From an optimization exercise on the open Yosys and OpenROAD flow, aimed at a short achievable clock period and few clock cycles; shortcuts taken in it are not production practice.
RTL that was checked went through simulation tests only; none was proved equivalent to the original.
Function not checked in runs 4 and 5: the RTL went through the layout flow alone.
Power figures rest on the tool's default switching activity, not on a simulated workload.

==> design.v <==
module turquoise (
    input  wire        clk,
    input  wire        rst,
    input  wire        cmd_valid,
    output wire        cmd_ready,
    input  wire [1:0]  cmd_op,
    input  wire [7:0]  cmd_data,
    output reg         resp_valid,
    output reg         resp_halted,
    output reg         resp_fault,
    output reg  [15:0] cur_x,
    output reg  [15:0] cur_y,
    output reg         paint_valid,
    output reg  [8:0]  paint_x,
    output reg  [7:0]  paint_y,
    output reg         paint_color
);
    localparam ROM_SIZE = 128;
    localparam NT       = 42;       
    localparam QD       = 4;        
    localparam X0       = 16'd136;
    localparam Y0       = 16'd96;
    localparam OP_TICK  = 2'd0;
    localparam OP_BEGIN = 2'd1;
    localparam OP_BYTE  = 2'd2;
    localparam OP_END   = 2'd3;
    integer i;
    reg rdy;
    reg rst_r;
    assign cmd_ready = rdy;
    wire acc      = cmd_valid && rdy;
    wire acc_tick = acc && (cmd_op == OP_TICK);
    wire acc_end  = acc && (cmd_op == OP_END);
    reg       p_byte, p_begin, p_end;
    reg       p_load;       
    reg [7:0] p_data;
    reg       p_nz;         
    reg       p_one;        
    wire      fault_next;
    always @(posedge clk) begin
        p_byte  <= acc && !rst && (cmd_op == OP_BYTE);
        p_begin <= acc && !rst && (cmd_op == OP_BEGIN);
        p_end   <= acc && !rst && (cmd_op == OP_END);
        p_load  <= acc && !rst && (cmd_op == OP_END) && !fault_next;
        p_data  <= cmd_data;
        p_nz    <= (cmd_data != 8'd0);
        p_one   <= (cmd_data == 8'd1);
        rst_r   <= rst;
    end
    reg            act;
    reg [7:0]      mem  [0:2*ROM_SIZE-1];
    reg [7:0]      t_n1 [0:2*NT-1];     
    reg [7:0]      t_c1 [0:2*NT-1];     
    reg [6:0]      t_ps [0:2*NT-1];     
    reg [2*NT-1:0] t_n1z;               
    reg [2*NT-1:0] t_c1z;               
    reg [2*NT-1:0] t_v;
    reg [7:0]      s_len;
    reg            s_ovf;
    reg            s_term;      
    reg [7:0]      s_rem;       
    reg            s_cyc;       
    reg [7:0]      s_n1;        
    reg            s_n1z;
    reg [NT-1:0]   s_wp;        
    wire       s_room = !s_len[7];
    wire       s_fs   = !s_term && (s_rem == 8'd0);
    wire [7:0] half_d = {1'b0, p_data[7:1]} + {7'd0, p_data[0]};
    wire       s_app  = p_byte && s_room && s_cyc && p_nz;
    wire fault_cur  = s_ovf || (!s_term && (s_rem != 8'd0));
    assign fault_next = (p_begin || p_end) ? 1'b0 :
                        p_byte ? (!s_room ? 1'b1 :
                                  s_fs    ? p_nz :
                                            (!s_term && (s_rem != 8'd1))) :
                        fault_cur;
    wire do_load = p_load && !rst_r;
    wire s_clr   = rst_r || p_begin || p_end;
    wire sb_next = rst_r ? 1'b1 : do_load ? act : ~act;
    wire g_adv;                 
    wire sh0 = act ? do_load : g_adv;     
    wire sh1 = act ? g_adv : do_load;     
    wire ap0 = act && s_app;              
    wire ap1 = !act && s_app;
    always @(posedge clk) begin
        if (p_byte && s_room)
            mem[{~act, s_len[6:0]}] <= p_data;
        for (i = 0; i < 2*NT; i = i + 1) begin
            if ((i < NT) ? sh0 : sh1) begin
                if (i % NT != NT - 1) begin
                    t_n1[i]  <= t_n1[i+1];
                    t_c1[i]  <= t_c1[i+1];
                    t_ps[i]  <= t_ps[i+1];
                    t_n1z[i] <= t_n1z[i+1];
                    t_c1z[i] <= t_c1z[i+1];
                end
            end else if (((i < NT) ? ap0 : ap1) && s_wp[i % NT]) begin
                t_n1[i]  <= s_n1;
                t_c1[i]  <= p_data - 8'd1;
                t_ps[i]  <= s_len[6:0] + 7'd1;
                t_n1z[i] <= s_n1z;
                t_c1z[i] <= p_one;
            end
        end
    end
    always @(posedge clk) begin
        for (i = 0; i < 2*NT; i = i + 1) begin
            if (rst_r || (s_clr && (sb_next == (i >= NT))))
                t_v[i] <= 1'b0;
            else if ((i < NT) ? sh0 : sh1)
                t_v[i] <= (i % NT != NT - 1) ? t_v[(i+1) % (2*NT)] : 1'b0;
            else if (((i < NT) ? ap0 : ap1) && s_wp[i % NT])
                t_v[i] <= 1'b1;
        end
    end
    always @(posedge clk) begin
        if (rst_r)
            act <= 1'b0;
        else if (do_load)
            act <= ~act;
        if (s_clr) begin
            s_len  <= 8'd0;
            s_ovf  <= 1'b0;
            s_term <= 1'b0;
            s_rem  <= 8'd0;
            s_cyc  <= 1'b0;
            s_wp   <= {{(NT-1){1'b0}}, 1'b1};
        end else if (p_byte) begin
            if (!s_room) begin
                s_ovf <= 1'b1;
            end else begin
                s_len <= s_len + 8'd1;
                if (s_cyc)
                    s_cyc <= 1'b0;
                if (s_app)
                    s_wp <= s_wp << 1;
                if (s_fs) begin
                    if (!p_nz) begin
                        s_term <= 1'b1;
                    end else begin
                        s_rem <= 8'd1 + half_d;
                        s_n1  <= p_data - 8'd1;
                        s_n1z <= p_one;
                        s_cyc <= 1'b1;
                    end
                end else if (!s_term) begin
                    s_rem <= s_rem - 8'd1;
                end
            end
        end
    end
    reg            g_v;
    reg [7:0]      g_addr;
    reg [7:0]      g_krem;      
    reg [7:0]      g_prem;      
    reg [7:0]      g_n1;
    reg [6:0]      g_ps;
    reg            g_kz;        
    reg            g_pz;        
    reg            g_n1z;       
    reg [2:0]      cred;        
    wire emit = g_v && (cred != 3'd0);
    assign g_adv = emit && g_kz && g_pz;
    wire       x_v   = act ? t_v[NT]   : t_v[0];
    wire [7:0] x_n1  = act ? t_n1[NT]  : t_n1[0];
    wire [7:0] x_c1  = act ? t_c1[NT]  : t_c1[0];
    wire [6:0] x_ps  = act ? t_ps[NT]  : t_ps[0];
    wire       x_n1z = act ? t_n1z[NT] : t_n1z[0];
    wire       x_c1z = act ? t_c1z[NT] : t_c1z[0];
    wire       f_v   = act ? t_v[0]    : t_v[NT];
    wire [7:0] f_n1  = act ? t_n1[0]   : t_n1[NT];
    wire [7:0] f_c1  = act ? t_c1[0]   : t_c1[NT];
    wire [6:0] f_ps  = act ? t_ps[0]   : t_ps[NT];
    wire       f_n1z = act ? t_n1z[0]  : t_n1z[NT];
    wire       f_c1z = act ? t_c1z[0]  : t_c1z[NT];
    wire g_v_next = rst_r ? 1'b0 : do_load ? f_v : g_adv ? x_v : g_v;
    always @(posedge clk) begin
        g_v <= g_v_next;
        if (do_load || g_adv) begin
            g_addr <= {do_load ? f_ps : x_ps, 1'b0};
            g_ps   <= do_load ? f_ps : x_ps;
            g_n1   <= do_load ? f_n1 : x_n1;
            g_krem <= do_load ? f_n1 : x_n1;
            g_prem <= do_load ? f_c1 : x_c1;
            g_kz   <= do_load ? f_n1z : x_n1z;
            g_n1z  <= do_load ? f_n1z : x_n1z;
            g_pz   <= do_load ? f_c1z : x_c1z;
        end else if (emit) begin
            if (!g_kz) begin
                g_krem <= g_krem - 8'd1;
                g_kz   <= (g_krem == 8'd1);
                g_addr <= g_addr + 8'd1;
            end else begin
                g_prem <= g_prem - 8'd1;
                g_pz   <= (g_prem == 8'd1);
                g_krem <= g_n1;
                g_kz   <= g_n1z;
                g_addr <= {g_ps, 1'b0};
            end
        end
    end
    reg [3:0] m1_c [0:31];
    reg [4:0] m1_hi;
    reg       m1_v;
    wire      m1_v_next = emit && !do_load && !rst_r;
    always @(posedge clk) begin
        for (i = 0; i < 32; i = i + 1)
            m1_c[i] <= g_addr[0] ? mem[{i[4:0], g_addr[3:1]}][3:0]
                                 : mem[{i[4:0], g_addr[3:1]}][7:4];
        m1_hi <= {act, g_addr[7:4]};
        m1_v  <= m1_v_next;
    end
    wire [3:0] arr_op = m1_c[m1_hi];
    wire       arr_v  = m1_v;
    reg [3:0] q_op [0:QD-1];
    reg [QD-1:0] q_v;
    wire pop = acc_tick && q_v[0];
    reg [3:0]    qn_op [0:QD-1];    
    reg [QD-1:0] qn_v;
    reg [3:0]    qp_op [0:QD-1];    
    reg [QD-1:0] qp_v;
    always @(*) begin
        for (i = 0; i < QD; i = i + 1) begin
            if (q_v[i] || !(arr_v && (i == 0 || q_v[i-1]))) begin
                qn_op[i] = q_op[i];
                qn_v[i]  = q_v[i];
            end else begin
                qn_op[i] = arr_op;
                qn_v[i]  = 1'b1;
            end
            if (i < QD - 1 && q_v[i+1]) begin
                qp_op[i] = q_op[(i+1) % QD];
                qp_v[i]  = 1'b1;
            end else begin
                qp_op[i] = arr_op;
                qp_v[i]  = arr_v && q_v[i];
            end
        end
    end
    wire q_clr = rst_r || do_load;
    wire q_v0_next = !q_clr && (pop ? qp_v[0] : qn_v[0]);
    always @(posedge clk) begin
        for (i = 0; i < QD; i = i + 1) begin
            q_op[i] <= pop ? qp_op[i] : qn_op[i];
            q_v[i]  <= !q_clr && (pop ? qp_v[i] : qn_v[i]);
        end
    end
    wire [2:0] cred_e = cred - {2'd0, emit};
    always @(posedge clk) begin
        if (q_clr)
            cred <= QD;
        else
            cred <= pop ? cred_e + 3'd1 : cred_e;
    end
    wire exhausted_next = !g_v_next && !m1_v_next && !q_v0_next;
    always @(posedge clk) begin
        rdy <= !rst && !acc_end && (q_v0_next || exhausted_next);
    end
    reg flipx, flipy, mirror, draw, color;
    wire [3:0] op = q_op[0];
    reg              is_move;
    reg signed [1:0] dx, dy;
    always @(*) begin
        is_move = 1'b1;
        dx = 2'sd0;
        dy = 2'sd0;
        case (op)
            4'h1: begin dx =  2'sd1; dy =  2'sd0; end
            4'h2: begin dx = -2'sd1; dy =  2'sd0; end
            4'h4: begin dx =  2'sd0; dy = -2'sd1; end
            4'h5: begin dx =  2'sd1; dy = -2'sd1; end
            4'h6: begin dx = -2'sd1; dy = -2'sd1; end
            4'h8: begin dx =  2'sd0; dy =  2'sd1; end
            4'h9: begin dx =  2'sd1; dy =  2'sd1; end
            4'hA: begin dx = -2'sd1; dy =  2'sd1; end
            default: is_move = 1'b0;
        endcase
    end
    wire signed [1:0] mx = mirror ? dy : dx;
    wire signed [1:0] my = mirror ? dx : dy;
    wire signed [1:0] ex = flipx ? -mx : mx;
    wire signed [1:0] ey = flipy ? -my : my;
    wire x_inc = (ex == 2'sd1);
    wire x_dec = (ex == -2'sd1);
    wire y_inc = (ey == 2'sd1);
    wire y_dec = (ey == -2'sd1);
    wire signed [15:0] sx = $signed(cur_x);
    wire signed [15:0] sy = $signed(cur_y);
    wire [15:0] nx = x_inc ? cur_x + 16'd1 : x_dec ? cur_x - 16'd1 : cur_x;
    wire [15:0] ny = y_inc ? cur_y + 16'd1 : y_dec ? cur_y - 16'd1 : cur_y;
    wire inx = x_inc ? (sx >= -16'sd1 && sx <= 16'sd270) :
               x_dec ? (sx >=  16'sd1 && sx <= 16'sd272) :
                       (sx >=  16'sd0 && sx <= 16'sd271);
    wire iny = y_inc ? (sy >= -16'sd1 && sy <= 16'sd190) :
               y_dec ? (sy >=  16'sd1 && sy <= 16'sd192) :
                       (sy >=  16'sd0 && sy <= 16'sd191);
    wire paint_spec = is_move && draw && inx && iny;
    always @(posedge clk) begin
        if (rst_r) begin
            cur_x  <= X0;
            cur_y  <= Y0;
            flipx  <= 1'b0;
            flipy  <= 1'b0;
            mirror <= 1'b0;
            draw   <= 1'b1;
            color  <= 1'b1;
        end else if (pop) begin
            cur_x <= nx;
            cur_y <= ny;
            if (op == 4'h3) flipx  <= ~flipx;
            if (op == 4'hB) flipy  <= ~flipy;
            if (op == 4'h7) mirror <= ~mirror;
            if (op == 4'hC) color  <= ~color;
            if (op == 4'hD) draw   <= ~draw;
        end
    end
    always @(posedge clk) begin
        resp_valid  <= acc && !rst;
        paint_valid <= pop && !rst && paint_spec;
        paint_x     <= nx[8:0];
        paint_y     <= ny[7:0];
        paint_color <= color;
        resp_halted <= !q_v[0];
        resp_fault  <= fault_next;
    end
endmodule
==> flow/run.sh <==
#!/bin/bash
# The standard layout (standard.sh), with two changes in how it is made:
#  * timing repair is asked to leave extra setup slack, so it keeps optimising
#    below the design's period (the SDC and the period are not changed);
#  * port buffers are plain buffers instead of the default delay-buffer cell.
set -euo pipefail
export SETUP_SLACK_MARGIN=8.5
export TNS_END_PERCENT=100
export BUFFER_PORTS_ARGS="-buffer_cell sky130_fd_sc_hd__buf_4"
bash standard.sh finish > standard_flow.log 2>&1
==> standard.sh <==
#!/bin/bash
# synth_recipe.tcl (not shown) runs the flow's synth.tcl, then flattens the netlist and writes it again
# the make line also repeats each setting of config.mk as NAME=value (left out here)
make -C /OpenROAD-flow-scripts/flow DESIGN_CONFIG=/design/flow/config.mk WORK_HOME=/design/flow/orfs CLKGATE_MAP_FILE= SYNTH_SCRIPT=/design/flow/synth_recipe.tcl "${@:-finish}"
==> config.mk <==
export PLATFORM = sky130hd
export DESIGN_NAME = turquoise
export DESIGN_NICKNAME = turquoise
export VERILOG_FILES = /design/flow/design.v
export SDC_FILE = /design/flow/constraint.sdc
export NUM_CORES = 4
export LEC_CHECK = 0
export CAP_MARGIN = 20
export CORE_MARGIN = 2
export CORE_UTILIZATION = 50
export SLEW_MARGIN = 20
export SYNTH_MEMORY_MAX_BITS = 4096
==> constraint.sdc <==
create_clock -name core_clock -period 12.0 [get_ports {clk}]
set_input_delay 2.4000 -clock core_clock [delete_from_list [all_inputs] [get_ports {clk}]]
set_output_delay 2.4000 -clock core_clock [all_outputs]
set_load 0.01 [all_outputs]
==> impl_metrics.ini, run 1 <==
[status]
status = timing/DRC/antenna clean

[yosys]
synth_edf_count = 4214
synth_flop_cell = edfxtp_1
synth_nets = 10751
synth-simple-area-share = 0.0665
synthMuxAreaShare = 0.0850
async_reset_ff_frac = 0
syn_area_sq_um = 176000
synth-xor-area-share = 0.00396
synthDistinctLibCells = 80
yosys_warnings = 10
synth_top_family_by_area = multiplexers
synth_compound_area_frac = 0.0644
syn_inst = 10710
syn_area_per_cell_sq_um = 16.5
yosysSeqAreaShare = 0.760
ys_ff_latch = 4586
synth_fa_ha_area_frac = 0.00199

[die]
coreArea_sq_um = 352000
die-area_sq_um = 358000
rows = 218
ioPinCount = 68
start_util = 0.501
die_w_um = 598
die_y_um = 598

[worst_hold_path]
hold_class = reg2reg

[power_and_ir_drop]
vdd_drop_max_uv = 137
pwr_density_cell_nw_per_um2 = 168
leakage_nw = 69.2
finalPower_mw = 33.5

[worst_setup_path]
worst_path_largest_cell_delay_ns = 0.41
end_kind = output port
start_kind = register
crit_fanout = 1
cp_cell_sequence = buf_6
cp.arrival_ns = 1.52
crit_type = reg2out
cp_slowest_cell = dfxtp_4
crit_required_ns = 9.60
cpLargestDelayFamily = flip-flops
cp.buffers_inverters = 1

[global_routing]
grtUsageTotal = 0.225
grt_pass1_wl_um = 607000
grt.overflow.total = 0
grt_pass1_vias = 95132
antenna_found_initial = 13
grt_max_degree = 214

[clock_network]
cts_max_path_buffers = 4
clock_sinks = 4586
cts_tree = yes
hold_buffers = 0
cts_buffers = 461
clockRootBuffer = clkbuf_16
clock_insertion_delay_worst_skew_ns = 0.99
cts_max_level = 5
clk_pin_slew_ns = 0.06

[detailed_routing]
drc_errors = 0
totalWireLength_um = 405000
postRouteAntennaNets = 0
drt_iter0_markers = 8490
wl_met2_um = 204000
drt-wirelength-per-cell_um = 25.7
wl_met3_um = 22600
routedLengthMet1_um = 167000
drt_first_pass_iters = 7
viasPerCell = 5.85
route.vias.total = 92319
highest_layer = met5

[placement]
hpwl_um = 227000
placed_area_sq_um = 182000
routabilityCongestion = 0.852
portBuffers = 67

[sta]
min_period_ns = 3.92
hold_viol = 0
rsz0062_at_grt = true
layout_worst_path_cycle_share = 0.326
setup_viol = 0
clock_skew_ns = 0.0700
max_freq_mhz = 255
tightest_slew_ns = 1.20
slew_headroom = 0.196
setup_tns_ns = 0
slew_violations = 0

[final_layout]
area_growth_pct = 12.8
final_nets = 10779
final_common_cell = edfxtp_1
drive_above_1_share = 0.181
final_area_sq_um = 199000
final_cell_mix = 4214 x edfxtp_1, 1351 x nor2_1, 1167 x nand2_1
post-route-util = 0.566

[flow_run]
cap_viol_max_count = 0
[cells in the mapped netlist, types with 19 or more instances]
cell type	number	area (sq um)
buf_2	150	751
clkbuf_1	475	1780
and3_1	30	188
o22ai_1	47	294
a21oi_1	166	831
xnor2_1	37	324
nor3_1	57	285
xor2_1	41	359
mux4_2	626	14100
mux2i_1	49	490
ha_1	28	350
a21o_1	706	5300
nor2b_1	33	206
buf_1	94	353
edfxtp_1	4214	127000
mux2_2	33	372
a22oi_1	19	143
nor2_1	1441	5410
o21a_1	412	3090
o21ai_0	55	275
dfxtp_1	372	7450
nand2_1	1218	4570
a211oi_1	29	218
inv_1	37	139
a31oi_1	19	119
nand3_1	52	260
buf_4	30	225
o221a_2	41	462
[timing repair]
action,in CTS,in global routing
gates cloned,12,4
resized for setup,228,101
setup buffers,38,8
pin swaps,3,4
setup endpoints to repair,2752,1648
[through the flow]
step | hold slack [ns] | instances | setup WS (ns)
CTS | 0.362 | 15746 | 8.02
detailed placement | 0.363 | 14826 | 7.34
finish | 0.360 | 15769 | 8.08
global placement | 0.360 | 14821 | 7.21
global route | 0.368 | 15766 | 8.05
floorplan | 0.350 | 10710 | 7.88
[power breakdown]
group          leakage [nW]  switching, mW  internal, mW  total (mW)
registers              41.4          0.273          17.6        17.9
clock network          7.40           6.02          8.22        14.2
logic                  20.4          0.794         0.571        1.37
[layout make-up]
| type | instances | area (sq um) |
|---|---|---|
| multi-input cells | 5336 | 40300 |
| well taps | 4620 | 5780 |
| repair buffers | 314 | 3550 |
| flip-flops and latches | 4586 | 134000 |
| clock buffers | 657 | 13000 |
| inverters | 39 | 150 |
| diodes | 4 | 10.0 |
| clock inverters | 213 | 2070 |
| fillers | 27040 | 153000 |
[state kept, by name, indices dropped and copies added (netlist names), 9 cells and up, named ones only]
name,flops
t_c1,672
q_op,16
cur_y,16
cur_x,16
m1_c,128
t_v,84
mem,2048
t_n1z,84
t_ps,588
t_c1z,84
paint_x,9
s_wp,42
t_n1,672
[path summary, 6_finish.rpt]
check                end  slack [ns]  startpoint  cells after the start
max           resp_fault        8.08  resp_fault                      1
min          paint_color        0.36       color                      0
max reg2reg      is_move        8.42    m1_hi[2]                      9
min reg2reg  paint_color        0.36       color                      0
[per-layer routing]
metal	up-vias	track usage
li1	40532	-
met1	48546	0.302
met2	2585	0.386
met3	654	0.0281
met4	2	0.0686
met5	-	0
[kinds of logic after synthesis]
kind of cell / Yosys count
xor+xnor: 79
flops: 4586
compound gates: 1567
fa+ha+maj: 28
buf+inv: 792
mux: 710
simple gates: 2948
Testbench counts, summed over its fixed seeds: cycles 202,311.
==> inputs of run 2 (changes only) <==
--- a/config.mk
+++ b/config.mk
@@ -7,6 +7,6 @@
 export LEC_CHECK = 0
 export CAP_MARGIN = 20
 export CORE_MARGIN = 2
-export CORE_UTILIZATION = 50
+export CORE_UTILIZATION = 70
 export SLEW_MARGIN = 20
 export SYNTH_MEMORY_MAX_BITS = 4096
==> run 2 against run 1 <==
Still clean on timing, DRC and antenna. Synthesized area is the same. Final cell count decreased by 8.4%. Wire length decreased by 0.51%. Critical endpoint is now cur_x[14].
==> impl_metrics.ini, run 2 <==
[status]
status = timing/DRC/antenna clean

[yosys]
yosysSeqAreaShare = 0.760
yosysMostFrequentCell = edfxtp_1
async_reset_ff_frac = 0
synthDistinctLibCells = 80
synth_nets = 10751
synth_flop_cell = edfxtp_1
synth_top_area_cell = edfxtp_1
syn_inst = 10710
synth_area_leaders = edfxtp_1 72%, mux4_2 8.0%, dfxtp_1 4.2%, nor2_1 3.1%, a21o_1 3.0%
ys_ff_latch = 4586
synth_top_area_frac = 0.717
yosys_warnings = 10
synth_edf_count = 4214
syn_area_per_cell_sq_um = 16.5
syn_area_sq_um = 176000
synth_common_cells = 4214 x edfxtp_1, 1441 x nor2_1, 1218 x nand2_1

[final_layout]
largest_register_ff_count = 2048
drive_above_1_share = 0.174
final_nets = 10758
final_common_cell = edfxtp_1
instances_no_fill = 14440
area_growth_pct = 11.5
final_cell_mix = 4214 x edfxtp_1, 1390 x nor2_1, 1168 x nand2_1

[worst_setup_path]
cp.arrival_ns = 1.47
startpoint = cur_x[14]
end_kind = output port
cp_slowest_cell = dfxtp_4
cpLargestDelayFamily = flip-flops
crit_cells = 1
r2r_slack_ns = 8.49
crit_fanout = 5
r2r_cells = 4
worst_path_largest_cell_delay_ns = 0.36
cp.buffers_inverters = 1
crit_required_ns = 9.60
crit_type = reg2out
cp_cell_sequence = buf_6
start_kind = register
rr_startpoint = p_byte

[sta]
layout_worst_path_cycle_share = 0.323
setup_viol = 0
clock_skew_ns = 0.0695
setup_ws_ns = 8.13
slew_violations = 0
hold_slack_ns = 0.357
rsz0062_at_grt = true
max_freq_mhz = 258
tightest_slew_ns = 1.30
min_period_ns = 3.87
hold_viol = 0
setup_tns_ns = 0
slew_headroom = 0.128

[flow_run]
cap_viol_max_count = 0

[clock_network]
cts_max_level = 5
cts_buffers = 449
clock_sinks = 4586
cts_max_path_buffers = 4
clk_pin_slew_ns = 0.06
clockRootBuffer = clkbuf_16
clock_insertion_delay_worst_skew_ns = 1.00
cts_tree = yes
hold_buffers = 0

[global_routing]
grt.overflow.total = 0
grt_pass1_wl_um = 603000
grt_pass1_vias = 93438
antenna_found_initial = 9
grtUsageTotal = 0.315
grt_max_degree = 211

[die]
rows = 184
ioPinCount = 68
die_y_um = 506
coreArea_sq_um = 251000
die-area_sq_um = 256000
start_util = 0.703
die_w_um = 506

[detailed_routing]
drt_first_pass_iters = 6
drt_iter0_markers = 12115
drt-wirelength-per-cell_um = 27.9
totalWireLength_um = 403000
postRouteAntennaNets = 0
drc_errors = 0
route.vias.total = 94737
viasPerCell = 6.56

[placement]
routabilityCongestion = 0.921
place_inst = 13548
dp_slack_ns = 7.30
portBuffers = 67
hpwl_um = 223000

[worst_hold_path]
min-delay-start = color
min_delay_path_depth = 0
hold_class = reg2reg

[power_and_ir_drop]
p_sw_mw = 6.88
pwr_density_cell_nw_per_um2 = 169
pwr-share-comb = 0.041
power_frac_seq = 0.537
clkPwrFrac = 0.422
vdd_drop_max_uv = 178
p_sw_frac = 0.207
finalPower_mw = 33.2
leakage_nw = 68.8
p_int_mw = 26.4
==> run 2: layer usage <==
layer | GRT usage | part of all wire | wire length, um
met5 | 0 | 0.000037 | 15
met4 | 0.0910 | 0.030 | 12200
met3 | 0.0594 | 0.099 | 39900
met2 | 0.480 | 0.47 | 189000
met1 | 0.478 | 0.40 | 162000
==> run 2: area by class of cell <==
type | count | area (sq um)
sequential | 4586 | 134000
fill | 13529 | 54300
multi-input combinational | 5336 | 40100
clock buffer | 592 | 12400
tap | 3348 | 4190
timing repair buffer | 304 | 3280
clock inverter | 228 | 2330
inverter | 39 | 150
antenna | 6 | 15.0
timing repair inverter | 1 | 7.51
==> run 2: worst paths after layout <==
check | end
max | cur_x[14]
max reg2reg | mem[138][1]
min reg2reg | paint_color
min | paint_color
==> run 2: what timing repair did <==
item / 4_1_cts / 5_1_grt
pin swaps: 3 / 7
setup buffers: 38 / 6
endpoints found under the hold margin: 0 / 0
resized for setup: 223 / 74
gates cloned: 9 / 5
setup endpoints to repair: 3106 / 1249
==> run 2: power by group through the flow <==
stage / logic [mW] / clock network [mW] / registers (mW)
floorplan: 0.888 / 0 / 18.0
global placement: 1.30 / 0 / 18.2
detailed placement: 1.33 / 0 / 18.2
CTS: 1.36 / 14.1 / 17.8
global route: 1.46 / 14.7 / 17.8
finish: 1.37 / 14.0 / 17.8
==> run 2: kinds of logic after synthesis <==
logic type	after synthesis	synth area share
compound gates	1567	0.0644
xor+xnor	79	0.00396
fa+ha+maj	28	0.00199
buf+inv	792	0.0187
flops	4586	0.760
mux	710	0.0850
simple gates	2948	0.0665
==> run 2: metrics by stage <==
| stage | util | instance area (sq um) |
|---|---|---|
| final | 0.784 | 197000 |
| after global routing | 0.784 | 197000 |
| after CTS | 0.781 | 196000 |
| after detailed placement | 0.718 | 180000 |
| after global placement | 0.717 | 180000 |
| after floorplan | - | 177000 |
==> inputs of run 3 (changes only) <==
--- a/config.mk
+++ b/config.mk
@@ -7,6 +7,6 @@
 export LEC_CHECK = 0
 export CAP_MARGIN = 20
 export CORE_MARGIN = 2
-export CORE_UTILIZATION = 70
+export CORE_UTILIZATION = 60
 export SLEW_MARGIN = 20
 export SYNTH_MEMORY_MAX_BITS = 4096
==> run 3 against run 2 <==
Synthesized area unchanged. Largest cell class unchanged. Cell area increased by 0.65%. Critical path type unchanged. Still clean on timing, DRC and antenna. Global-route usage down 4.7 points. First-iteration DRC count down 21%. Final cell count up 4.4%. Worst hold slack improved by 0.0056 ns. Critical endpoint is now cur_x[10].
==> impl_metrics.ini, run 3 <==
[worst_hold_path]
hold_class = reg2reg
min-delay-start = color

[clock_network]
cts_max_path_buffers = 4
clock_insertion_delay_worst_skew_ns = 0.96
clock_sinks = 4586
clockRootBuffer = clkbuf_16
cts_tree = yes
cts_max_level = 5
clk_pin_slew_ns = 0.06
cts_buffers = 457

[yosys]
synth_top_area_frac = 0.717
synthDistinctLibCells = 80
syn_inst = 10710
yosys_warnings = 10
syn_area_sq_um = 176000
synthMuxAreaShare = 0.0850
synth_flop_cell = edfxtp_1
yosysSeqAreaShare = 0.760
ys_ff_latch = 4586
synth_top_area_cell = edfxtp_1
synth_edf_count = 4214
synth_area_leaders = edfxtp_1 72%, mux4_2 8.0%, dfxtp_1 4.2%, nor2_1 3.1%, a21o_1 3.0%
synth_compound_area_frac = 0.0644
synth_nets = 10751
synth-xor-area-share = 0.00396
synth_common_cells = 4214 x edfxtp_1, 1441 x nor2_1, 1218 x nand2_1
synth_top_family_by_area = multiplexers
yosysMostFrequentCell = edfxtp_1
syn_area_per_cell_sq_um = 16.5
synth-simple-area-share = 0.0665
synth_fa_ha_area_frac = 0.00199
async_reset_ff_frac = 0

[power_and_ir_drop]
leakage_nw = 69.1
pwr_density_cell_nw_per_um2 = 168
vdd_drop_max_uv = 134

[sta]
max_freq_mhz = 261
slew_headroom = 0.208
min_period_ns = 3.83
tightest_slew_ns = 1.19
layout_worst_path_cycle_share = 0.319
hold_slack_ns = 0.362
rsz0062_at_grt = true
slew_violations = 0
setup_tns_ns = 0
clock_skew_ns = 0.0274
setup_ws_ns = 8.17
hold_viol = 0
setup_viol = 0

[worst_setup_path]
crit_required_ns = 9.60
worst_path_largest_cell_delay_ns = 0.36
cp_slowest_cell = dfxtp_4
cpLargestDelayFamily = flip-flops
end_kind = output port
crit_fanout = 3
rr_startpoint = p_byte
crit_type = reg2out
cp.buffers_inverters = 1
startpoint = cur_x[10]
cp_cell_sequence = buf_6
start_kind = register
cp.arrival_ns = 1.43

[global_routing]
grtUsageTotal = 0.268
grt.overflow.total = 0
grt_max_degree = 229
grt_pass1_vias = 94922
antenna_found_initial = 18
grt_pass1_wl_um = 603000

[placement]
portBuffers = 67
dp_slack_ns = 6.96
routabilityCongestion = 0.852
hpwl_um = 226000
place_inst = 14143

[die]
start_util = 0.601
coreArea_sq_um = 293000
die_w_um = 546
ioPinCount = 68
die-area_sq_um = 298000
rows = 199
die_y_um = 546

[final_layout]
fill_cells = 19973
largest_register_ff_count = 2048
final_nets = 10793
drive_above_1_share = 0.177
area_growth_pct = 12.2
instances_no_fill = 15074
final_cell_mix = 4214 x edfxtp_1, 1378 x nor2_1, 1177 x nand2_1
final_common_cell = edfxtp_1

[detailed_routing]
drt_first_pass_iters = 7
drt_iter0_markers = 9569
drc_errors = 0
totalWireLength_um = 403000
drt-wirelength-per-cell_um = 26.8
postRouteAntennaNets = 0
route.vias.total = 92787
viasPerCell = 6.16

[status]
status = timing/DRC/antenna clean

[flow_run]
cap_viol_max_count = 0
-- run 3: cell counts after synthesis --
No cell type changed its count.
-- run 3: what timing repair did --
| action | CTS | global route |
|---|---|---|
| resized for setup | 249 | 72 |
| hold buffers | 0 | 0 |
| gates cloned | 10 | 6 |
| setup endpoints to repair | 3225 | 1830 |
| setup buffers | 41 | 7 |
| pin swaps | 4 | 6 |
-- run 3: per-stage QoR --
step           area, sq um   util  power, mW
2_1_floorplan       177000      -       18.9
3_3_place_gp        181000  0.617       19.5
3_5_place_dp        181000  0.618       19.6
4_1_cts             197000  0.673       33.6
5_1_grt             198000  0.675       34.3
6_report            198000  0.675       33.3
-- run 3: area by class of cell --
| cell class | instances | area [sq um] | area share |
|---|---|---|---|
| multi-input combinational | 5339 | 40300 | 0.203 |
| tap | 3919 | 4900 | 0.0248 |
| antenna | 5 | 12.5 | 0.0000632 |
| timing repair buffer | 329 | 3530 | 0.0178 |
| inverter | 39 | 150 | 0.000759 |
| clock buffer | 615 | 12600 | 0.0635 |
| clock inverter | 242 | 2290 | 0.0116 |
| sequential | 4586 | 134000 | 0.678 |
-- run 3: kinds of logic after synthesis --
kind of cell               after synthesis
buffers and inverters                  792
and+or+nand+nor                       2948
muxes                                  710
DFF                                   4586
AOI/OAI and AO/OA                     1567
adders and majority gates               28
xor gates and xnor gates                79
-- run 3: final timing paths --
path / to / slack [ns] / cells after the start
worst max-delay path: cur_x[10] / 8.17 / 1
worst min-delay path: paint_color / 0.36 / 0
worst max register to register: t_ps[18][5] / 8.36 / 6
worst min register to register: paint_color / 0.36 / 0
-- run 3: per-layer routing --
metal | track usage | vias up | part of all wire
li1 | - | 40534 | -
met1 | 0.372 | 48530 | 0.41
met2 | 0.450 | 3118 | 0.50
met3 | 0.0385 | 605 | 0.062
met4 | 0.0742 | 0 | 0.028
met5 | 0 | - | 0
-- run 3: where the power goes --
group	internal [mW]	switching, mW	total [mW]
sequential	17.6	0.284	17.9
combinational	0.572	0.768	1.34
clock	8.20	5.90	14.1
==> inputs of run 4 (changes only) <==
--- a/design.v
+++ b/design.v
@@ -283,10 +283,11 @@
     wire x_dec = (ex == -2'sd1);
     wire y_inc = (ey == 2'sd1);
     wire y_dec = (ey == -2'sd1);
-    wire signed [15:0] sx = $signed(cur_x);
-    wire signed [15:0] sy = $signed(cur_y);
-    wire [15:0] nx = x_inc ? cur_x + 16'd1 : x_dec ? cur_x - 16'd1 : cur_x;
-    wire [15:0] ny = y_inc ? cur_y + 16'd1 : y_dec ? cur_y - 16'd1 : cur_y;
+    reg [15:0] cx, cy;
+    wire signed [15:0] sx = $signed(cx);
+    wire signed [15:0] sy = $signed(cy);
+    wire [15:0] nx = x_inc ? cx + 16'd1 : x_dec ? cx - 16'd1 : cx;
+    wire [15:0] ny = y_inc ? cy + 16'd1 : y_dec ? cy - 16'd1 : cy;
     wire inx = x_inc ? (sx >= -16'sd1 && sx <= 16'sd270) :
                x_dec ? (sx >=  16'sd1 && sx <= 16'sd272) :
                        (sx >=  16'sd0 && sx <= 16'sd271);
@@ -296,16 +297,16 @@
     wire paint_spec = is_move && draw && inx && iny;
     always @(posedge clk) begin
         if (rst_r) begin
-            cur_x  <= X0;
-            cur_y  <= Y0;
+            cx     <= X0;
+            cy     <= Y0;
             flipx  <= 1'b0;
             flipy  <= 1'b0;
             mirror <= 1'b0;
             draw   <= 1'b1;
             color  <= 1'b1;
         end else if (pop) begin
-            cur_x <= nx;
-            cur_y <= ny;
+            cx    <= nx;
+            cy    <= ny;
             if (op == 4'h3) flipx  <= ~flipx;
             if (op == 4'hB) flipy  <= ~flipy;
             if (op == 4'h7) mirror <= ~mirror;
@@ -314,6 +315,10 @@
         end
     end
     always @(posedge clk) begin
+        cur_x <= rst_r ? X0 : pop ? nx : cx;
+        cur_y <= rst_r ? Y0 : pop ? ny : cy;
+    end
+    always @(posedge clk) begin
         resp_valid  <= acc && !rst;
         paint_valid <= pop && !rst && paint_spec;
         paint_x     <= nx[8:0];
==> run 4 against run 3 <==
Highest routed layer is now met5. First-iteration DRC count grew 1.4%. Final cell count decreased by 0.35%. Still clean on timing, DRC and antenna. Maximum frequency fell by 0.95%. Cell area down 0.16%. Synthesized cell count fell by 0.17%.
==> impl_metrics.ini, run 4 <==
[yosys]
synth_edf_count = 4214
synth_top_family_by_area = multiplexers
synth_top_area_frac = 0.717
yosysMostFrequentCell = edfxtp_1
ys_ff_latch = 4586
syn_area_per_cell_sq_um = 16.5
synth_fa_ha_area_frac = 0.00198
synth_area_leaders = edfxtp_1 72%, mux4_2 8.1%, dfxtp_1 4.2%, nor2_1 3.1%, a21o_1 3.0%
syn_inst = 10692
synth_compound_area_frac = 0.0632
synthMuxAreaShare = 0.0854
async_reset_ff_frac = 0
synth_flop_cell = edfxtp_1
syn_area_sq_um = 177000
synth_top_area_cell = edfxtp_1
synthDistinctLibCells = 86
yosys_warnings = 10
synth-simple-area-share = 0.0668
synth-xor-area-share = 0.00438
yosysSeqAreaShare = 0.759
synth_common_cells = 4214 x edfxtp_1, 1436 x nor2_1, 1242 x nand2_1
synth_nets = 10733

[worst_hold_path]
min_delay_path_depth = 0
holdPathEnd = paint_color
hold_class = reg2reg
min-delay-start = color

[worst_setup_path]
r2r_slack_ns = 8.42
cp_cell_sequence = buf_6
crit_type = reg2out
cp.arrival_ns = 1.46
start_kind = register
crit_required_ns = 9.60
cp_slowest_cell = dfxtp_4
r2r-end = mem[51][7]
end_kind = output port
rr_startpoint = act
cpLargestDelayFamily = flip-flops
crit_fanout = 2
r2r_cells = 4
worst_path_largest_cell_delay_ns = 0.36
cp.buffers_inverters = 1

[clock_network]
clockRootBuffer = clkbuf_16
cts_buffers = 454
cts_max_path_buffers = 4
clock_sinks = 4586
clk_pin_slew_ns = 0.06
cts_max_level = 5
clock_insertion_delay_worst_skew_ns = 0.99
cts_tree = yes

[final_layout]
final_common_cell = edfxtp_1
area_growth_pct = 11.9
final_nets = 10743
final_cell_mix = 4214 x edfxtp_1, 1357 x nor2_1, 1179 x nand2_1
final_area_sq_um = 198000
largest_register_ff_count = 2048
fill_cells = 19912
multi_input_area_sq_um = 40200
ff_latch_area_sq_um = 134000
drive_above_1_share = 0.181

[sta]
setup_tns_ns = 0
hold_viol = 0
setup_viol = 0
clock_skew_ns = 0.0623
slew_violations = 0
tightest_slew_ns = 1.13
max_freq_mhz = 259
layout_worst_path_cycle_share = 0.322
slew_headroom = 0.242
rsz0062_at_grt = true
min_period_ns = 3.86

[power_and_ir_drop]
pwr-share-comb = 0.040
pwr_density_cell_nw_per_um2 = 169
power_frac_seq = 0.536
p_int_mw = 26.4
p_sw_mw = 6.92
p_sw_frac = 0.208
vdd_drop_max_uv = 170
leakage_nw = 67.7
clkPwrFrac = 0.423

[global_routing]
grt_max_degree = 239
grt_pass1_vias = 94719
grt_pass1_wl_um = 601000
grtUsageTotal = 0.267
antenna_found_initial = 8
grt.overflow.total = 0

[die]
die_y_um = 546
die_w_um = 546
start_util = 0.602
die-area_sq_um = 299000
rows = 199
ioPinCount = 68
coreArea_sq_um = 293000

[placement]
portBuffers = 67
hpwl_um = 225000
placed_area_sq_um = 181000
routabilityCongestion = 0.828

[detailed_routing]
drc_errors = 0
route.vias.total = 91827
drt-wirelength-per-cell_um = 26.6
drt_iter0_markers = 9704
viasPerCell = 6.11
postRouteAntennaNets = 0
totalWireLength_um = 400000
drt_first_pass_iters = 7

[flow_run]
cap_viol_max_count = 0

[status]
status = timing/DRC/antenna clean
[run 4: cell type report]
cell class | instances | area share
Sequential cell | 4586 | 0.679
Multi-Input combinational cell | 5316 | 0.204
Clock buffer | 605 | 0.0638
Inverter | 38 | 0.000722
Clock inverter | 243 | 0.0113
Antenna cell | 8 | 0.000101
Tap cell | 3919 | 0.0248
Timing Repair Buffer | 306 | 0.0165
[run 4: logic make-up (layout without fill, tap and decap cells)]
logic type               count (synthesis)  in the layout
flip-flops                            4586           4586
multiplexers                           710            710
adder cells (fa/ha/maj)                 28             28
XOR/XNOR                                84             84
other                                    0              8
AND/OR/NAND/NOR                       2957           2957
buffers and inverters                  792           1192
AO/OA/AOI/OAI                         1535           1537
[run 4: how the worst max path moves through the flow]
| stage | start | end | slack (ns) | cells past startpoint |
|---|---|---|---|---|
| floorplan | cmd_op[1] | dy[1] | 7.95 | 7 |
| finish | cy[15] | cur_y[15] | 8.14 | 1 |
| global placement | act | t_v[29] | 7.35 | 7 |
| global route | cy[15] | cur_y[15] | 8.08 | 1 |
| detailed placement | act | t_c1[30][7] | 7.22 | 7 |
| CTS | cy[1] | cur_y[1] | 8.06 | 1 |
[run 4: per-layer routing]
| layer | wire, um | up-vias | global-route usage | part of all wire |
|---|---|---|---|---|
| met5 | 10 | - | 0 | 0.000025 |
| met4 | 14700 | 2 | 0.0911 | 0.037 |
| met3 | 21200 | 685 | 0.0342 | 0.053 |
| met2 | 203000 | 2679 | 0.453 | 0.51 |
| met1 | 161000 | 48084 | 0.360 | 0.40 |
| li1 | - | 40377 | - | - |
[run 4: per-stage QoR]
| stage | worst slack, ns | power, mW | instances | utilization | hold slack (ns) |
|---|---|---|---|---|---|
| 2_1_floorplan | 7.95 | 18.9 | 10692 | - | 0.326 |
| 6_report | 8.14 | 33.3 | 15021 | 0.674 | 0.367 |
| 3_3_place_gp | 7.35 | 19.5 | 14100 | 0.617 | 0.362 |
| 3_5_place_dp | 7.22 | 19.6 | 14106 | 0.617 | 0.362 |
| 5_1_grt | 8.08 | 34.2 | 15015 | 0.674 | 0.381 |
| 4_1_cts | 8.06 | 33.5 | 14996 | 0.672 | 0.368 |
[run 4: power by group through the flow]
stage	Clock, mW	Sequential [mW]	Combinational, mW
6_report	14.1	17.9	1.34
5_1_grt	14.9	17.9	1.44
4_1_cts	14.3	17.9	1.36
3_5_place_dp	0	18.2	1.34
3_3_place_gp	0	18.2	1.32
2_1_floorplan	0	18.0	0.895
[run 4: repair_timing]
action / 4_1_cts / 5_1_grt
gates resized for setup: 223 / 75
hold buffers: 0 / 0
buffers inserted: 37 / 5
pin swaps: 1 / 1
hold endpoints to repair: 0 / 0
gates cloned: 5 / 5
endpoints found under the setup margin: 2536 / 1850
==> inputs of run 5 (changes only) <==
--- a/design.v
+++ b/design.v
@@ -35,6 +35,8 @@
     reg       p_load;       
     reg [7:0] p_data;
     reg       p_nz;         
+    reg       p_app;        
+    wire      app_next;     
     reg       p_one;        
     wire      fault_next;
     always @(posedge clk) begin
@@ -45,6 +47,7 @@
         p_data  <= cmd_data;
         p_nz    <= (cmd_data != 8'd0);
         p_one   <= (cmd_data == 8'd1);
+        p_app   <= acc && !rst && (cmd_op == OP_BYTE) && (cmd_data != 8'd0) && app_next;
         rst_r   <= rst;
     end
     reg            act;
@@ -64,9 +67,13 @@
     reg            s_n1z;
     reg [NT-1:0]   s_wp;        
     wire       s_room = !s_len[7];
+    wire       s_clr  = rst_r || p_begin || p_end;
     wire       s_fs   = !s_term && (s_rem == 8'd0);
     wire [7:0] half_d = {1'b0, p_data[7:1]} + {7'd0, p_data[0]};
-    wire       s_app  = p_byte && s_room && s_cyc && p_nz;
+    wire       s_app  = p_app;
+    wire       s_cyc_n  = s_clr ? 1'b0 : (p_byte && s_room) ? (s_fs && p_nz) : s_cyc;
+    wire       s_room_n = s_clr ? 1'b1 : (p_byte && s_room) ? (s_len[6:0] != 7'd127) : s_room;
+    assign     app_next = s_cyc_n && s_room_n;
     wire fault_cur  = s_ovf || (!s_term && (s_rem != 8'd0));
     assign fault_next = (p_begin || p_end) ? 1'b0 :
                         p_byte ? (!s_room ? 1'b1 :
@@ -74,11 +81,9 @@
                                             (!s_term && (s_rem != 8'd1))) :
                         fault_cur;
     wire do_load = p_load && !rst_r;
-    wire s_clr   = rst_r || p_begin || p_end;
     wire sb_next = rst_r ? 1'b1 : do_load ? act : ~act;
-    wire g_adv;                 
-    wire sh0 = act ? do_load : g_adv;     
-    wire sh1 = act ? g_adv : do_load;     
+    reg  g_adv;                 
+    reg  sh0, sh1;              
     wire ap0 = act && s_app;              
     wire ap1 = !act && s_app;
     always @(posedge clk) begin
@@ -159,7 +164,6 @@
     reg            g_n1z;       
     reg [2:0]      cred;        
     wire emit = g_v && (cred != 3'd0);
-    assign g_adv = emit && g_kz && g_pz;
     wire       x_v   = act ? t_v[NT]   : t_v[0];
     wire [7:0] x_n1  = act ? t_n1[NT]  : t_n1[0];
     wire [7:0] x_c1  = act ? t_c1[NT]  : t_c1[0];
@@ -173,6 +177,20 @@
     wire       f_n1z = act ? t_n1z[0]  : t_n1z[NT];
     wire       f_c1z = act ? t_c1z[0]  : t_c1z[NT];
     wire g_v_next = rst_r ? 1'b0 : do_load ? f_v : g_adv ? x_v : g_v;
+    wire g_kz_next = (do_load || g_adv) ? (do_load ? f_n1z : x_n1z) :
+                     emit ? (!g_kz ? (g_krem == 8'd1) : g_n1z) : g_kz;
+    wire g_pz_next = (do_load || g_adv) ? (do_load ? f_c1z : x_c1z) :
+                     (emit && g_kz) ? (g_prem == 8'd1) : g_pz;
+    wire [2:0] cred_next;
+    wire emit_next  = g_v_next && (cred_next != 3'd0);
+    wire adv_next   = emit_next && g_kz_next && g_pz_next;
+    wire load_next  = acc && !rst && (cmd_op == OP_END) && !fault_next;
+    wire act_next   = rst_r ? 1'b0 : do_load ? ~act : act;
+    always @(posedge clk) begin
+        g_adv <= adv_next;
+        sh0   <= act_next ? load_next : adv_next;
+        sh1   <= act_next ? adv_next : load_next;
+    end
     always @(posedge clk) begin
         g_v <= g_v_next;
         if (do_load || g_adv) begin
@@ -245,11 +263,9 @@
         end
     end
     wire [2:0] cred_e = cred - {2'd0, emit};
+    assign cred_next = q_clr ? QD : pop ? cred_e + 3'd1 : cred_e;
     always @(posedge clk) begin
-        if (q_clr)
-            cred <= QD;
-        else
-            cred <= pop ? cred_e + 3'd1 : cred_e;
+        cred <= cred_next;
     end
     wire exhausted_next = !g_v_next && !m1_v_next && !q_v0_next;
     always @(posedge clk) begin
==> run 5 against run 4 <==
Still clean. First-iteration DRC count is 8.3% lower. Core utilization is 0.37 points lower. Final cell count rose by 6.2%. Total power grew 0.15%. Register-to-register slack better by 0.05 ns. Via count rose by 2.5%. Clock-buffer cell count rose by 44. Global-route usage fell by 0.19 points. Synthesized area is 0.90% higher. Clock skew decreased by 0.027 ns. Clock power hardly changed. Flip-flop and latch count increased by 4. Largest power group unchanged.
==> impl_metrics.ini, run 5 <==
[sta]
slew_headroom = 0.168
hold_viol = 0
setup_viol = 0
tightest_slew_ns = 1.25
min_period_ns = 3.82
rsz0062_at_grt = true
setup_ws_ns = 8.18
clock_skew_ns = 0.0351
layout_worst_path_cycle_share = 0.318
max_freq_mhz = 262
setup_tns_ns = 0
slew_violations = 0

[worst_setup_path]
crit_required_ns = 9.60
r2r-end = mem[200][5]
start_kind = register
startpoint = cx[15]
crit_type = reg2out
cp_cell_sequence = buf_6
cp_slowest_cell = dfxtp_4
cp.buffers_inverters = 1
rr_startpoint = p_byte
r2r_cells = 5
crit_fanout = 2
end_kind = output port
cpLargestDelayFamily = flip-flops
r2r_slack_ns = 8.47
cp.arrival_ns = 1.42
worst_path_largest_cell_delay_ns = 0.36

[detailed_routing]
drt-wirelength-per-cell_um = 25.0
drt_first_pass_iters = 6
viasPerCell = 5.90
postRouteAntennaNets = 0
drc_errors = 0
drt_iter0_markers = 8902
route.vias.total = 94161
totalWireLength_um = 399000

[global_routing]
grt.overflow.total = 0
grt_max_degree = 243
antenna_found_initial = 12
grt_pass1_vias = 97142
grtUsageTotal = 0.265
grt_pass1_wl_um = 602000

[yosys]
syn_inst = 11616
synth_flop_cell = edfxtp_1
async_reset_ff_frac = 0
syn_area_per_cell_sq_um = 15.3
ys_ff_latch = 4590
syn_area_sq_um = 178000
synth_area_leaders = edfxtp_1 71%, mux4_2 7.9%, nand2_1 4.3%, dfxtp_1 4.2%, a21oi_1 2.9%
synth_common_cells = 4213 x edfxtp_1, 2027 x nand2_1, 1030 x a21oi_1
yosys_warnings = 10
synthDistinctLibCells = 85
yosysSeqAreaShare = 0.753
synth_top_area_cell = edfxtp_1
synth_nets = 11657
synth_edf_count = 4213
yosysMostFrequentCell = edfxtp_1
synth_top_area_frac = 0.710

[flow_run]
cap_viol_max_count = 0

[die]
rows = 200
start_util = 0.602
die-area_sq_um = 301000
coreArea_sq_um = 296000
die_w_um = 549
ioPinCount = 68
die_y_um = 549

[clock_network]
cts_max_level = 5
cts_tree = yes
cts_buffers = 452
cts_max_path_buffers = 4
clock_insertion_delay_worst_skew_ns = 0.95
clk_pin_slew_ns = 0.06
hold_buffers = 0
clockRootBuffer = clkbuf_16
clock_sinks = 4590

[placement]
placed_area_sq_um = 183000
hpwl_um = 227000
dp_slack_ns = 6.99
portBuffers = 67
place_inst = 15045
routabilityCongestion = 0.861

[worst_hold_path]
min_delay_path_depth = 0
holdPathEnd = paint_color
hold_class = reg2reg
min-delay-start = color

[final_layout]
ff_latch_area_sq_um = 134000
largest_register_ff_count = 2048
drive_above_1_share = 0.160
final_cell_mix = 4213 x edfxtp_1, 2024 x nand2_1, 1027 x a21oi_1
multi_input_area_sq_um = 38100
final_common_cell = edfxtp_1
area_growth_pct = 11.3
final_nets = 11648
final_area_sq_um = 198000
fill_cells = 20695
instances_no_fill = 15949
post-route-util = 0.670

[power_and_ir_drop]
leakage_nw = 70.9
vdd_drop_max_uv = 148
p_sw_frac = 0.212
clkPwrFrac = 0.418
pwr_density_cell_nw_per_um2 = 168
p_sw_mw = 7.07
p_int_mw = 26.3
pwr-share-comb = 0.042
power_frac_seq = 0.540

[status]
status = timing/DRC/antenna clean
run 5: cell types whose count changed in the layout (fill, tap and decap cells not counted), sizes merged, moves of 43 or more:
cell / change
a21oi: +865
nand2b: +64
o21a: -405
a21o: -368
nand2: +784
inv: +906
nor3: +46
nor2b: +43
nor2: -979
run 5: worst register-to-register path, stage by stage, from the launching register on:
cell	delay, ns
dfxtp_1	0.46
nand2b_1	0.32
nor3b_1	0.54
nand2_1	0.66
buf_4	0.50
nor2_1	0.69
run 5: final cells by class:
| cell class | instances | share of cell area |
|---|---|---|
| flip-flops and latches | 4590 | 0.677 |
| multi-input cells | 5319 | 0.192 |
| clock buffers | 649 | 0.0648 |
| well taps | 3939 | 0.0249 |
| inverters | 940 | 0.0178 |
| repair buffers | 303 | 0.0142 |
| clock inverters | 202 | 0.00881 |
| diodes | 6 | 0.0000757 |
| repair inverters | 1 | 0.0000252 |
run 5: power groups by stage:
stage               logic [mW]  clock network [mW]  registers [mW]
floorplan                 1.00                   0            18.1
global placement          1.38                   0            18.4
detailed placement        1.41                   0            18.4
CTS                       1.43                14.1            18.0
global route              1.53                14.8            18.0
finish                    1.41                13.9            18.0
run 5: routing by layer:
layer	track usage	part of all wire	vias up
met3	0.0382	0.054	596
met2	0.453	0.51	2502
met5	0	0.00010	-
met1	0.357	0.41	48875
met4	0.0791	0.031	6
li1	-	-	42182
run 5: logic make-up after synthesis:
family,share of synthesized area
AO/OA/AOI/OAI,0.0533
XOR/XNOR,0.00403
adder cells (fa/ha/maj),0.00197
buffers and inverters,0.0369
flip-flops,0.753
multiplexers,0.0845
AND/OR/NAND/NOR,0.0666
run 5: worst max-delay path by stage:
| stage | end | depth (start not counted) | slack (ns) |
|---|---|---|---|
| global placement | sh1 | 8 | 6.93 |
| floorplan | is_move | 9 | 7.62 |
| detailed placement | sh1 | 8 | 6.99 |
| CTS | cur_y[14] | 1 | 8.10 |
| global route | cur_y[8] | 1 | 8.12 |
| finish | cur_x[15] | 1 | 8.18 |
run 5: stage by stage:
step	hold slack, ns	total power [mW]
2_1_floorplan	0.350	19.1
3_3_place_gp	0.371	19.8
3_5_place_dp	0.361	19.8
4_1_cts	0.368	33.6
5_1_grt	0.390	34.3
6_report	0.367	33.3
run 5: repair_timing:
action | CTS | global route
buffers inserted | 38 | 5
cloned | 2 | 1
endpoints found under the setup margin | 1093 | 1282
gates resized for setup | 181 | 71
pin swaps | 1 | 3

-- re-timing with driven ports --
In the flow no input, the clock included, has a driving cell. The finished layouts below were timed again as built, in two steps.
Step 1: set_driving_cell puts a clkbuf_16 on clk and a buf_2 on each other input, an assumption about the parent block.
Step 2, shift: input delay + t, output delay - t, t = (earliest + latest rising clock arrival at the registers) / 2. This alone moves slack from input paths to output paths.
Slacks: no drivers / after step 1 / after step 2; pairs: no drivers / after step 1.
| run | shift t [ns] | setup WS [ns] | worst data-port slew with drivers (ns) |
|---|---|---|---|
| run 1 | 1.058 | 8.082 / 7.981 / 7.532 | 0.05 |
| run 2 | 1.067 | 8.129 / 8.031 / 7.587 | 0.04 |
| run 3 | 1.043 | 8.173 / 8.075 / 7.533 | 0.05 |
| run 4 | 1.075 | 8.137 / 8.018 / 7.708 | 0.08 |
| run 5 | 1.034 | 8.181 / 8.080 / 7.417 | 0.04 |
After both steps setup and hold are still met in every run listed. For run 5, which loses most, drivers alone change the setup slack by -0.101 ns; drivers and shift together by -0.764 ns.
